This design comes from an exercise in tuning for small area on the open sky130 flow, not from production work. No functional check of the RTL was part of this run. No activity file was given, so power comes from the tool's default toggle rates.

## run.sh

```bash
#!/bin/bash
# synth_recipe.tcl (not shown) runs the flow's synth.tcl, then flattens the netlist and writes it again
# the make line also repeats each setting of config.mk as NAME=value (left out here)
make -C /OpenROAD-flow-scripts/flow DESIGN_CONFIG=/design/flow/config.mk WORK_HOME=/design/flow/orfs CLKGATE_MAP_FILE= SYNTH_SCRIPT=/design/flow/synth_recipe.tcl finish
```

## config.mk

```make
export PLATFORM = sky130hd
export DESIGN_NAME = sio_engine
export DESIGN_NICKNAME = sio_engine
export VERILOG_FILES = /design/flow/design.v
export SDC_FILE = /design/flow/constraint.sdc
export NUM_CORES = 4
export LEC_CHECK = 0
export CAP_MARGIN = 20
export CORE_MARGIN = 2
export CORE_UTILIZATION = 40
export PLACE_DENSITY = 0.6
export SLEW_MARGIN = 20
```

## constraint.sdc

```tcl
create_clock -name core_clock -period 12.0 [get_ports {clk}]
set_input_delay 2.4000 -clock core_clock [delete_from_list [all_inputs] [get_ports {clk}]]
set_output_delay 2.4000 -clock core_clock [all_outputs]
set_load 0.01 [all_outputs]
```

## design.v

```verilog
module sio_engine (
    input  wire        clk,
    input  wire        rst,
    input  wire        rx_valid,
    input  wire        rx_err,
    input  wire [15:0] rx_word,
    output wire        rx_ready,
    output wire        tx_valid,
    output wire [7:0]  tx_byte,
    input  wire        tx_ready,
    output wire        div_valid,
    output wire [15:0] div_value,
    input  wire        mnt_valid,
    input  wire [3:0]  mnt_unit,
    input  wire        mnt_mount,
    input  wire        mnt_fixed,
    input  wire [1:0]  mnt_ssize,
    input  wire        mnt_ro,
    input  wire        mnt_first_valid,
    input  wire        mnt_blk512,
    input  wire [15:0] mnt_scount,
    input  wire [31:0] mnt_base,
    input  wire [31:0] mnt_len,
    output wire        idle,
    output wire        mem_req,
    output wire        mem_we,
    output wire [3:0]  mem_store,
    output wire [31:0] mem_addr,
    output wire [7:0]  mem_wdata,
    input  wire        mem_ack,
    input  wire [7:0]  mem_rdata,
    output wire        buf_en,
    output wire        buf_we,
    output wire [8:0]  buf_addr,
    output wire [7:0]  buf_wdata,
    input  wire [7:0]  buf_rdata
);
    localparam [7:0]  ACK      = 8'h41;
    localparam [7:0]  NAK      = 8'h4E;
    localparam [7:0]  COMPLETE = 8'h43;
    localparam [7:0]  ERROR    = 8'h45;
    localparam [3:0]  DEV_ID   = 4'h3;
    localparam [7:0]  CC_SPEED     = 8'h3F;
    localparam [7:0]  CC_FORMAT_SD = 8'h21;
    localparam [7:0]  CC_FORMAT_ED = 8'h22;
    localparam [7:0]  CC_PERCOM    = 8'h4E;
    localparam [7:0]  CC_FMC       = 8'h4D;
    localparam [7:0]  CC_STATUS    = 8'h53;
    localparam [7:0]  CC_READ      = 8'h52;
    localparam [7:0]  CC_WRITE     = 8'h50;
    localparam [7:0]  CC_WRITE_V   = 8'h57;
    localparam [15:0] DIV_DEFAULT = 16'h0028;
    localparam [15:0] DIV_FAST    = 16'h0006;
    localparam [2:0] H_NONE   = 3'd0;
    localparam [2:0] H_SPEED  = 3'd1;
    localparam [2:0] H_FORMAT = 3'd2;
    localparam [2:0] H_PERCOM = 3'd3;
    localparam [2:0] H_FMC    = 3'd4;
    localparam [2:0] H_STATUS = 3'd5;
    localparam [2:0] H_READ   = 3'd6;
    localparam [2:0] H_WRITE  = 3'd7;
    localparam [4:0] S_RX       = 5'd0;    
    localparam [4:0] S_CHK      = 5'd1;    
    localparam [4:0] S_DISP     = 5'd2;    
    localparam [4:0] S_SEND     = 5'd3;    
    localparam [4:0] S_BUFC     = 5'd4;    
    localparam [4:0] S_FMT_SEC  = 5'd5;    
    localparam [4:0] S_FMT_WR   = 5'd6;    
    localparam [4:0] S_FMT_BUF  = 5'd7;    
    localparam [4:0] S_RD_SEC   = 5'd8;    
    localparam [4:0] S_RD_MEM   = 5'd9;    
    localparam [4:0] S_WR_RX    = 5'd10;   
    localparam [4:0] S_WR_CK    = 5'd11;   
    localparam [4:0] S_WR_SEC   = 5'd12;   
    localparam [4:0] S_WR_BRD   = 5'd13;   
    localparam [4:0] S_WR_BLAT  = 5'd14;   
    localparam [4:0] S_WR_MEM   = 5'd15;   
    localparam [4:0] S_WV_BRD   = 5'd16;   
    localparam [4:0] S_WV_BLAT  = 5'd17;   
    localparam [4:0] S_WV_MEM   = 5'd18;   
    localparam [4:0] S_REP      = 5'd19;   
    localparam [4:0] S_REP_RD   = 5'd20;   
    localparam [4:0] S_REP_LAT  = 5'd21;   
    localparam [4:0] S_REP_CK   = 5'd22;   
    localparam [4:0] S_NEWDIV   = 5'd23;   
    function [7:0] cks_add;
        input [7:0] a;
        input [7:0] b;
        reg   [8:0] s;
        begin
            s       = {1'b0, a} + {1'b0, b};
            cks_add = s[7:0] + {7'd0, s[8]};
        end
    endfunction
    reg        u_mounted [1:15];
    reg        u_fixed   [1:15];
    reg [1:0]  u_ssize   [1:15];    
    reg        u_ro      [1:15];
    reg        u_fv      [1:15];
    reg        u_blk     [1:15];
    reg [15:0] u_scount  [1:15];
    reg [31:0] u_base    [1:15];
    reg [31:0] u_len     [1:15];
    reg [15:0] neg_div   [1:15];
    reg [4:0]  state;
    reg [4:0]  ret;
    reg [2:0]  pos;
    reg [7:0]  f_sel, f_cmd, f_aux1, f_aux2, f_chk;
    reg [3:0]  du;             
    reg [2:0]  hdl;            
    reg        wv;             
    reg [9:0]  a_bytes;
    reg        a_success;
    reg        a_newdiv;
    reg        a_respond;
    reg [7:0]  txb;
    reg [7:0]  acc;            
    reg [9:0]  bi;             
    reg [15:0] sec;            
    reg [16:0] remain;         
    reg        ok;             
    reg        vfail;          
    reg [7:0]  dbyte;          
    reg        div_v;
    reg [15:0] div_d;
    integer i;
    wire [3:0]  fu       = f_sel[3:0];
    wire        s_mnt    = (du == 4'd0) ? 1'b0  : u_mounted[du];
    wire        s_fixed  = (du == 4'd0) ? 1'b0  : u_fixed[du];
    wire [1:0]  s_ssize  = (du == 4'd0) ? 2'd0  : u_ssize[du];
    wire        s_ro     = (du == 4'd0) ? 1'b0  : u_ro[du];
    wire        s_fv     = (du == 4'd0) ? 1'b0  : u_fv[du];
    wire        s_blk    = (du == 4'd0) ? 1'b0  : u_blk[du];
    wire [15:0] s_scount = (du == 4'd0) ? 16'd0 : u_scount[du];
    wire [31:0] s_base   = (du == 4'd0) ? 32'd0 : u_base[du];
    wire [31:0] s_len    = (du == 4'd0) ? 32'd0 : u_len[du];
    wire [9:0]  s_ssize_bytes = 10'd128 << s_ssize;
    wire        class_a  = s_fixed | (s_ssize == 2'd2);
    wire        boot     = (sec <= 16'd3);
    wire [15:0] idx_a    = sec - {15'd0, s_fv};
    wire [3:0]  pitch_sh = s_blk ? 4'd9 : (4'd7 + {2'd0, s_ssize});
    wire [32:0] off_a    = {17'd0, idx_a} << pitch_sh;
    wire [32:0] off_b    = boot ? ({17'd0, sec - 16'd1} << 7)
                                : (33'd384 + ({17'd0, sec - 16'd4} << (4'd7 + {2'd0, s_ssize})));
    wire [32:0] phys     = {1'b0, s_base} + (class_a ? off_a : off_b);
    wire [9:0]  sz       = (!class_a && boot) ? 10'd128 : s_ssize_bytes;
    wire [9:0]  span     = s_blk ? 10'd512 : sz;
    wire        fits     = ({1'b0, phys} + {24'd0, span}) <= {2'd0, s_len};
    wire [1:0]  stride_sh = s_blk ? ((s_ssize == 2'd0) ? 2'd2 : 2'd1) : 2'd0;
    wire [31:0] byte_addr = phys[31:0] + ({22'd0, bi} << stride_sh);
    wire [15:0] n_cmd    = {f_aux2, f_aux1};
    wire        in_range = ({1'b0, n_cmd} >= {16'd0, s_fv}) &&
                           ({1'b0, n_cmd} <  ({16'd0, s_fv} + {1'b0, s_scount}));
    wire [7:0]  frame_cks = cks_add(cks_add(cks_add(f_sel, f_cmd), f_aux1), f_aux2);
    reg [2:0] lk;
    always @(*) begin
        case (f_cmd)
            CC_SPEED:     lk = H_SPEED;
            CC_FORMAT_SD: lk = H_FORMAT;
            CC_FORMAT_ED: lk = H_FORMAT;
            CC_PERCOM:    lk = H_PERCOM;
            CC_FMC:       lk = H_FMC;
            CC_STATUS:    lk = H_STATUS;
            CC_READ:      lk = H_READ;
            CC_WRITE:     lk = H_WRITE;
            CC_WRITE_V:   lk = H_WRITE;
            default:      lk = H_NONE;
        endcase
    end
    reg permitted;
    always @(*) begin
        case (lk)
            H_FORMAT: permitted = !s_ro;
            H_READ:   permitted = in_range;
            H_WRITE:  permitted = !s_ro && in_range;
            H_NONE:   permitted = 1'b0;
            default:  permitted = 1'b1;
        endcase
    end
    reg [7:0] cbyte;
    always @(*) begin
        cbyte = 8'h00;
        case (hdl)
            H_SPEED: cbyte = DIV_FAST[7:0];
            H_PERCOM: begin
                case (bi[3:0])
                    4'd0:  cbyte = 8'h01;
                    4'd1:  cbyte = 8'h03;
                    4'd2:  cbyte = s_scount[15:8];
                    4'd3:  cbyte = s_scount[7:0];
                    4'd4:  cbyte = 8'h00;
                    4'd5:  cbyte = (s_ssize == 2'd0) ? 8'h00 : 8'h04;
                    4'd6:  cbyte = {6'd0, s_ssize_bytes[9:8]};
                    4'd7:  cbyte = s_ssize_bytes[7:0];
                    4'd8:  cbyte = 8'hFF;
                    default: cbyte = 8'h00;
                endcase
            end
            H_STATUS: begin
                case (bi[1:0])
                    2'd0: cbyte = (s_ro ? 8'h08 : 8'h00) |
                                  ((s_ssize == 2'd1) ? 8'h20 : 8'h00) |
                                  (((s_ssize == 2'd0) && (s_scount == 16'd1040)) ? 8'h80 : 8'h00);
                    2'd1: cbyte = 8'hFF;
                    2'd2: cbyte = 8'hE0;
                    default: cbyte = 8'h00;
                endcase
            end
            default: cbyte = 8'h00;
        endcase
    end
    assign rx_ready  = (state == S_RX) || (state == S_WR_RX) || (state == S_WR_CK);
    assign tx_valid  = (state == S_SEND);
    assign tx_byte   = txb;
    assign div_valid = div_v;
    assign div_value = div_d;
    assign idle      = (state == S_RX) && (pos == 3'd1) && !div_v;
    assign mem_req   = (state == S_FMT_WR) || (state == S_RD_MEM) ||
                       (state == S_WR_MEM) || (state == S_WV_MEM);
    assign mem_we    = (state == S_FMT_WR) || (state == S_WR_MEM);
    assign mem_store = s_fixed ? 4'd0 : du;
    assign mem_addr  = byte_addr;
    assign mem_wdata = (state == S_WR_MEM) ? dbyte : 8'h00;
    reg        b_en, b_we;
    reg [8:0]  b_addr;
    reg [7:0]  b_wdata;
    always @(*) begin
        b_en = 1'b0; b_we = 1'b0; b_addr = bi[8:0]; b_wdata = 8'h00;
        case (state)
            S_BUFC:    begin b_en = 1'b1; b_we = 1'b1; b_wdata = cbyte; end
            S_FMT_BUF: begin b_en = 1'b1; b_we = 1'b1; b_wdata = (bi < 10'd2) ? 8'hFF : 8'h00; end
            S_RD_MEM:  begin b_en = mem_ack; b_we = mem_ack; b_wdata = mem_rdata; end
            S_WR_RX:   begin b_en = rx_valid && !rx_err; b_we = rx_valid && !rx_err; b_wdata = rx_word[7:0]; end
            S_WR_BRD, S_WV_BRD, S_REP_RD: b_en = 1'b1;
            default: ;
        endcase
    end
    assign buf_en    = b_en;
    assign buf_we    = b_we;
    assign buf_addr  = b_addr;
    assign buf_wdata = b_wdata;
    always @(posedge clk) begin
        if (rst) begin
            for (i = 1; i < 16; i = i + 1) begin
                u_mounted[i] <= 1'b0;
                neg_div[i]   <= DIV_DEFAULT;
            end
        end else begin
            if (state == S_NEWDIV && a_newdiv && du != 4'd0)
                neg_div[du] <= DIV_FAST;
            for (i = 1; i < 16; i = i + 1) begin
                if (mnt_valid && mnt_unit == i[3:0]) begin
                    u_mounted[i] <= mnt_mount;
                    u_fixed[i]   <= mnt_mount ? mnt_fixed       : 1'b0;
                    u_ssize[i]   <= mnt_mount ? mnt_ssize       : 2'd0;
                    u_ro[i]      <= mnt_mount ? mnt_ro          : 1'b0;
                    u_fv[i]      <= mnt_mount ? mnt_first_valid : 1'b1;
                    u_blk[i]     <= mnt_mount ? mnt_blk512      : 1'b0;
                    u_scount[i]  <= mnt_mount ? mnt_scount      : 16'd0;
                    u_base[i]    <= mnt_mount ? mnt_base        : 32'd0;
                    u_len[i]     <= mnt_mount ? mnt_len         : 32'd0;
                    neg_div[i]   <= DIV_DEFAULT;
                end
            end
        end
    end
    always @(posedge clk) begin
        if (rst) begin
            state     <= S_RX;
            ret       <= S_RX;
            pos       <= 3'd1;
            f_sel     <= 8'd0;
            f_cmd     <= 8'd0;
            f_aux1    <= 8'd0;
            f_aux2    <= 8'd0;
            f_chk     <= 8'd0;
            du        <= 4'd0;
            hdl       <= H_NONE;
            wv        <= 1'b0;
            a_bytes   <= 10'd0;
            a_success <= 1'b0;
            a_newdiv  <= 1'b0;
            a_respond <= 1'b0;
            txb       <= 8'd0;
            acc       <= 8'd0;
            bi        <= 10'd0;
            sec       <= 16'd0;
            remain    <= 17'd0;
            ok        <= 1'b0;
            vfail     <= 1'b0;
            dbyte     <= 8'd0;
            div_v     <= 1'b1;           
            div_d     <= DIV_DEFAULT;
        end else begin
            div_v <= 1'b0;
            case (state)
                S_RX: begin
                    if (rx_valid) begin
                        if (rx_err || rx_word[15:8] != {5'd0, pos}) begin
                            pos <= 3'd1;
                        end else begin
                            case (pos)
                                3'd1: f_sel  <= rx_word[7:0];
                                3'd2: f_cmd  <= rx_word[7:0];
                                3'd3: f_aux1 <= rx_word[7:0];
                                3'd4: f_aux2 <= rx_word[7:0];
                                default: f_chk <= rx_word[7:0];
                            endcase
                            if (pos == 3'd5) begin
                                pos   <= 3'd1;
                                state <= S_CHK;
                            end else begin
                                pos <= pos + 3'd1;
                            end
                        end
                    end
                end
                S_CHK: begin
                    if (frame_cks != f_chk) begin
                        txb   <= NAK;
                        ret   <= S_RX;
                        state <= S_SEND;
                    end else begin
                        if (fu != 4'd0) begin
                            div_v <= 1'b1;
                            div_d <= neg_div[fu];
                        end
                        du    <= fu;
                        state <= S_DISP;
                    end
                end
                S_DISP: begin
                    if (f_sel[7:4] != DEV_ID) begin
                        state <= S_RX;
                    end else if (du == 4'd0 || !s_mnt || !permitted) begin
                        hdl   <= H_NONE;
                        txb   <= ERROR;
                        ret   <= S_RX;
                        state <= S_SEND;
                    end else begin
                        hdl       <= lk;
                        wv        <= (f_cmd == CC_WRITE_V);
                        a_bytes   <= 10'd0;
                        a_success <= 1'b0;
                        a_newdiv  <= 1'b0;
                        a_respond <= 1'b0;
                        bi        <= 10'd0;
                        acc       <= 8'd0;
                        vfail     <= 1'b0;
                        sec       <= n_cmd;
                        txb       <= ACK;
                        state     <= S_SEND;
                        case (lk)
                            H_SPEED: begin
                                a_bytes <= 10'd1; a_success <= 1'b1; a_respond <= 1'b1;
                                a_newdiv <= 1'b1;
                                ret <= S_BUFC;
                            end
                            H_PERCOM: begin
                                a_bytes <= 10'd12; a_success <= 1'b1; a_respond <= 1'b1;
                                ret <= S_BUFC;
                            end
                            H_STATUS: begin
                                a_bytes <= 10'd4; a_success <= 1'b1; a_respond <= 1'b1;
                                ret <= S_BUFC;
                            end
                            H_FMC: begin
                                a_success <= 1'b1; a_respond <= 1'b1;
                                ret <= S_REP;
                            end
                            H_FORMAT: begin
                                sec    <= {15'd0, s_fv};
                                remain <= {1'b0, s_scount};
                                ok     <= 1'b1;
                                ret    <= S_FMT_SEC;
                            end
                            H_READ:  ret <= S_RD_SEC;
                            default: ret <= S_WR_RX;
                        endcase
                    end
                end
                S_SEND: begin
                    if (tx_ready)
                        state <= ret;
                end
                S_BUFC: begin
                    if (bi == a_bytes - 10'd1) begin
                        bi    <= 10'd0;
                        state <= S_REP;
                    end else begin
                        bi <= bi + 10'd1;
                    end
                end
                S_FMT_SEC: begin
                    bi <= 10'd0;
                    if (remain == 17'd0) begin
                        state <= S_FMT_BUF;
                    end else if (!fits) begin
                        ok    <= 1'b0;
                        state <= S_FMT_BUF;
                    end else begin
                        state <= S_FMT_WR;
                    end
                end
                S_FMT_WR: begin
                    if (mem_ack) begin
                        if (bi == sz - 10'd1) begin
                            sec    <= sec + 16'd1;
                            remain <= remain - 17'd1;
                            state  <= S_FMT_SEC;
                        end else begin
                            bi <= bi + 10'd1;
                        end
                    end
                end
                S_FMT_BUF: begin
                    if (bi == s_ssize_bytes - 10'd1) begin
                        bi        <= 10'd0;
                        a_bytes   <= s_ssize_bytes;
                        a_success <= ok;
                        a_respond <= 1'b1;
                        state     <= S_REP;
                    end else begin
                        bi <= bi + 10'd1;
                    end
                end
                S_RD_SEC: begin
                    a_bytes   <= sz;
                    a_respond <= 1'b1;
                    bi        <= 10'd0;
                    if (fits) begin
                        a_success <= 1'b1;
                        state     <= S_RD_MEM;
                    end else begin
                        a_success <= 1'b0;
                        state     <= S_REP;
                    end
                end
                S_RD_MEM: begin
                    if (mem_ack) begin
                        if (bi == sz - 10'd1) begin
                            bi    <= 10'd0;
                            state <= S_REP;
                        end else begin
                            bi <= bi + 10'd1;
                        end
                    end
                end
                S_WR_RX: begin
                    if (rx_valid) begin
                        if (rx_err) begin
                            state <= S_REP;         
                        end else begin
                            acc <= cks_add(acc, rx_word[7:0]);
                            if (bi == sz - 10'd1) begin
                                state <= S_WR_CK;
                            end else begin
                                bi <= bi + 10'd1;
                            end
                        end
                    end
                end
                S_WR_CK: begin
                    if (rx_valid) begin
                        if (rx_err) begin
                            state <= S_REP;
                        end else if (rx_word[7:0] != acc) begin
                            txb   <= NAK;
                            ret   <= S_REP;
                            state <= S_SEND;
                        end else begin
                            txb   <= ACK;
                            ret   <= S_WR_SEC;
                            state <= S_SEND;
                        end
                    end
                end
                S_WR_SEC: begin
                    a_respond <= 1'b1;
                    a_bytes   <= 10'd0;
                    bi        <= 10'd0;
                    if (fits) begin
                        state <= S_WR_BRD;
                    end else begin
                        a_success <= 1'b0;
                        state     <= S_REP;
                    end
                end
                S_WR_BRD:  state <= S_WR_BLAT;
                S_WR_BLAT: begin
                    dbyte <= buf_rdata;
                    state <= S_WR_MEM;
                end
                S_WR_MEM: begin
                    if (mem_ack) begin
                        if (bi == sz - 10'd1) begin
                            bi <= 10'd0;
                            if (wv) begin
                                state <= S_WV_BRD;
                            end else begin
                                a_success <= 1'b1;
                                state     <= S_REP;
                            end
                        end else begin
                            bi    <= bi + 10'd1;
                            state <= S_WR_BRD;
                        end
                    end
                end
                S_WV_BRD:  state <= S_WV_BLAT;
                S_WV_BLAT: begin
                    dbyte <= buf_rdata;
                    state <= S_WV_MEM;
                end
                S_WV_MEM: begin
                    if (mem_ack) begin
                        if (bi == sz - 10'd1) begin
                            bi        <= 10'd0;
                            a_success <= !(vfail || (mem_rdata != dbyte));
                            state     <= S_REP;
                        end else begin
                            if (mem_rdata != dbyte)
                                vfail <= 1'b1;
                            bi    <= bi + 10'd1;
                            state <= S_WV_BRD;
                        end
                    end
                end
                S_REP: begin
                    if (!a_respond) begin
                        state <= S_NEWDIV;
                    end else begin
                        txb   <= a_success ? COMPLETE : ERROR;
                        acc   <= 8'd0;
                        bi    <= 10'd0;
                        ret   <= (a_bytes != 10'd0) ? S_REP_RD : S_NEWDIV;
                        state <= S_SEND;
                    end
                end
                S_REP_RD: state <= S_REP_LAT;
                S_REP_LAT: begin
                    txb   <= buf_rdata;
                    acc   <= cks_add(acc, buf_rdata);
                    bi    <= bi + 10'd1;
                    ret   <= (bi == a_bytes - 10'd1) ? S_REP_CK : S_REP_RD;
                    state <= S_SEND;
                end
                S_REP_CK: begin
                    txb   <= acc;
                    ret   <= S_NEWDIV;
                    state <= S_SEND;
                end
                S_NEWDIV: begin
                    if (a_newdiv) begin
                        div_v <= 1'b1;
                        div_d <= DIV_FAST;
                    end
                    state <= S_RX;
                end
                default: state <= S_RX;
            endcase
        end
    end
endmodule
```

==> flow_summary.toml <==
[logic_synthesis]
synthCells = 5449
syn_avg_cell_area_um2 = 12.6
ys_ff_latch = 1481
synth-edff-count = 1290
synth_top_family_by_area = "compound AO/OA/AOI/OAI gates"
synthAdderAreaFrac = 0.0329
synth_flop_cell = "edfxtp_1"
netlist_top_cells_area = "edfxtp_1 56%, dfxtp_1 5.6%, ha_1 3.1%, a21oi_1 2.6%, a22oi_1 2.6%"
synth_top_area_share = 0.564
synthMuxAreaShare = 0.0285
synthXorXnorAreaFrac = 0.0290
yosysWarnings = 97
yosysTopAreaCell = "edfxtp_1"
yosysSeqAreaShare = 0.619
synth_cell_types = 107
syn_area_um2 = 68700
synth_compound_area_frac = 0.157
async_reset_ff_frac = 0
synthSimpleGateAreaFrac = 0.106

[worst_setup_path]
reg2regPathDepth = 42
cp-startpoint = "du[2]"
worstPathArrival_ns = 9.02
rr_endpoint = "a_success"
crit_end = "mem_addr[24]"
slowest_delay_ns = 0.56
slowest_stage = "dfxtp_4"
worstPathMaxFanout = 31
r2r-start = "du[2]"
crit_type = "reg -> out"
required_ns = 9.60
reg2reg_slack_ns = 1.78
cp-start-kind = "flip-flop"
cp-end-kind = "output pin"

[clock_network]
cts_root_buffer = "clkbuf_16"
cts_tree = "done"
clk_pin_slew_ns = 0.06
cts_buffers = 157
clock-sinks = 1481
clk_latency_ns = 0.85
cts.htree.levels = 4
clockBufferDepth = 3

[power_and_ir_drop]
vdd_drop_max_v = 0.000133
seqPwrFrac = 0.531
p_clk_frac = 0.446
power_density_nw_per_um2 = 135
combPwrFrac = 0.023
static-leakage-power_nw = 25.1
total_power_mw = 10.7
swShare = 0.216
p_switching_mw = 2.31
p_int_mw = 8.36

[floorplanning]
core_um2 = 171000
dieArea_um2 = 175000
die_y_um = 419
fp.dieW_um = 419
rows = 152
start_util = 0.402
ios = 223

[timing]
finalHoldViolCount = 0
drv_slew = 0
finalClockSkew_ns = 0.0661
period_minus_slack_ns = 11.42
fin_tns_setup_ns = 0
setup_viol = 0
fin_crit_sh = 0.952
tightest_slew_ns = 1.25
relSlewSlack = 0.161
fin_ws_ns = 0.578
timing.fmax_mhz = 87.5
rsz0062_at_grt = "no"

[global_route]
grt_overflow = 0
grt.total_usage = 0.265
grt_pass1_wl_um = 340000
antenna_found_initial = 10
grt_max_degree = 88
grt_pass1_vias = 48200

[placement]
post-place-ws_ns = 1.05
dp_hpwl_um = 145000
dpl-instance-area_um2 = 73700
gp_congestion = 0.927
dp_cells = 7721
io_buffer_count = 210

[drt]
drt-met1-wl_um = 93800
drt-pass1-iter-count = 6
wl_um = 237000
dr_wl_met2_um = 113000
drt_first_iter_violations = 6152
wl_per_cell_um = 29.6
drt_drc_violations_left = 0
num_vias = 49600
viasPerCell = 6.20
highest_layer = "met5"
wl_met3_um = 20300
ant_nets = 0

[finish]
drive_gt1_frac = 0.0929
layout.cells.non_filler = 8009
final_common_cell = "edfxtp_1"
area_delta_synth_final_pct = 14.7
fin_area_um2 = 78900
fillers = 15200
mostFrequentLayoutCells = "1290 x edfxtp_1, 358 x a21oi_1, 324 x nor2_1"
finalNetCount = 5956

[hold_path]
hp-class = "reg -> reg"

[job]
cap_viol_max_count = 0

[status]
status = "timing/DRC/antenna clean"
==> how the worst min path moves through the flow <==
stage | startpoint | to | cells after the start
after floorplan | neg_div[1][2] | neg_div[1][2] | 2
after global placement | neg_div[1][2] | neg_div[1][2] | 2
after detailed placement | neg_div[1][2] | neg_div[1][2] | 2
after CTS | neg_div[1][2] | neg_div[1][2] | 2
after global routing | txb[1] | txb[1] | 2
final | neg_div[1][2] | neg_div[1][2] | 2
==> power by group through the flow <==
stage / logic, mW / clock network (mW) / registers [mW]
after global placement: 0.246 / 0 / 5.77
after global routing: 0.267 / 5.00 / 5.66
after CTS: 0.251 / 4.81 / 5.66
after floorplan: 0.112 / 0 / 5.77
final: 0.249 / 4.76 / 5.66
after detailed placement: 0.250 / 0 / 5.77
==> logic make-up after synthesis <==
family | count (synthesis)
muxes | 164
DFF | 1481
buffers and inverters | 451
AOI/OAI and AO/OA | 1523
adders and majority gates | 176
and+or+nand+nor | 1427
other | 1
xor gates and xnor gates | 226
==> worst max-delay path, delay by kind of cell, from the launching register on <==
| kind | cells | cell delay (ns) |
|---|---|---|
| adders and majority gates | 3 | 1.16 |
| and+or+nand+nor | 8 | 1.31 |
| xor gates and xnor gates | 2 | 0.32 |
| AOI/OAI and AO/OA | 13 | 3.24 |
| buffers and inverters | 6 | 1.63 |
| DFF | 1 | 0.56 |
==> final cells by class <==
| class | instances | area [um2] | share of cell area |
|---|---|---|---|
| Multi-Input combinational cell | 3539 | 24600 | 0.312 |
| Antenna cell | 4 | 10.0 | 0.000127 |
| Timing Repair Buffer | 373 | 3450 | 0.0438 |
| Inverter | 98 | 368 | 0.00466 |
| Clock buffer | 203 | 4170 | 0.0528 |
| Clock inverter | 78 | 852 | 0.0108 |
| Sequential cell | 1481 | 42600 | 0.540 |
| Tap cell | 2233 | 2790 | 0.0354 |
==> through the flow <==
step,utilization,hold slack [ns]
floorplan,-,0.424
global placement,0.431,0.444
detailed placement,0.431,0.446
CTS,0.460,0.457
global route,0.461,0.470
finish,0.461,0.455
==> layer usage <==
metal,up-vias,track usage
li1,21700,-
met1,25000,0.344
met2,2458,0.442
met3,432,0.0469
met4,8,0.0980
met5,-,0
==> cells in the mapped netlist, types with 18 or more instances <==
cell type / n
a222oi_1: 72
dfxtp_1: 191
and3_1: 48
nand3_1: 160
a22o_1: 122
nor3_1: 92
buf_2: 35
a221oi_1: 100
nand2b_1: 46
a32oi_1: 22
nand3b_1: 26
buf_4: 35
o211ai_1: 39
edfxtp_1: 1290
nand4_1: 65
nor2_1: 340
a21oi_1: 358
a211oi_1: 25
a21o_1: 49
nand2_1: 317
xnor2_1: 137
or2_2: 18
and4_1: 22
nor2b_1: 42
ha_1: 168
and2_1: 117
mux2_2: 23
mux2i_1: 118
nor4_1: 41
mux4_2: 23
clkbuf_1: 246
o21ai_0: 191
xor2_1: 88
or3_1: 22
nor3b_1: 19
a22oi_1: 237
a31oi_1: 66
o21a_1: 21
buf_1: 29
inv_1: 93
==> timing repair <==
action | 4_1_cts | 5_1_grt
endpoints found under the setup margin | 0 | 17
gates resized for setup | 0 | 11
setup buffers | 0 | 2
hold buffers | 0 | 0
==> state kept, by name (all words and copies together) (netlist names), 10 cells and up, named ones only <==
name and count:
u_base 480, u_len 480, u_scount 240, neg_div 30, u_ssize 30, remain 17
sec 16, u_blk 15, u_fixed 15, u_fv 15, u_mounted 15, u_ro 15
bi 10

[what the ideal ports hide]
The results above use ideal ports. As a check the final layout listed here was re-extracted and re-timed, cells and wires unchanged.
Step 1, drivers: a clkbuf_16 drives clk and a buf_2 each remaining input, both assumed.
Step 2, shift: input delay + t, output delay - t, t = (earliest + latest rising clock arrival at the registers) / 2. This alone moves slack from input paths to output paths.
a / b / c = no drivers / after step 1 / after step 2; a / b = the first two.
t (ns): 0.906
setup slack, ns: 0.578 / 0.490 / 1.396
slew at the worst register clock pin (ns): 0.07 / 0.07
cell pins on the clock port's net: 1
After both steps this run still meets setup and hold. The setup slack of this run moves by -0.088 ns with the drivers and by +0.818 ns with both steps.
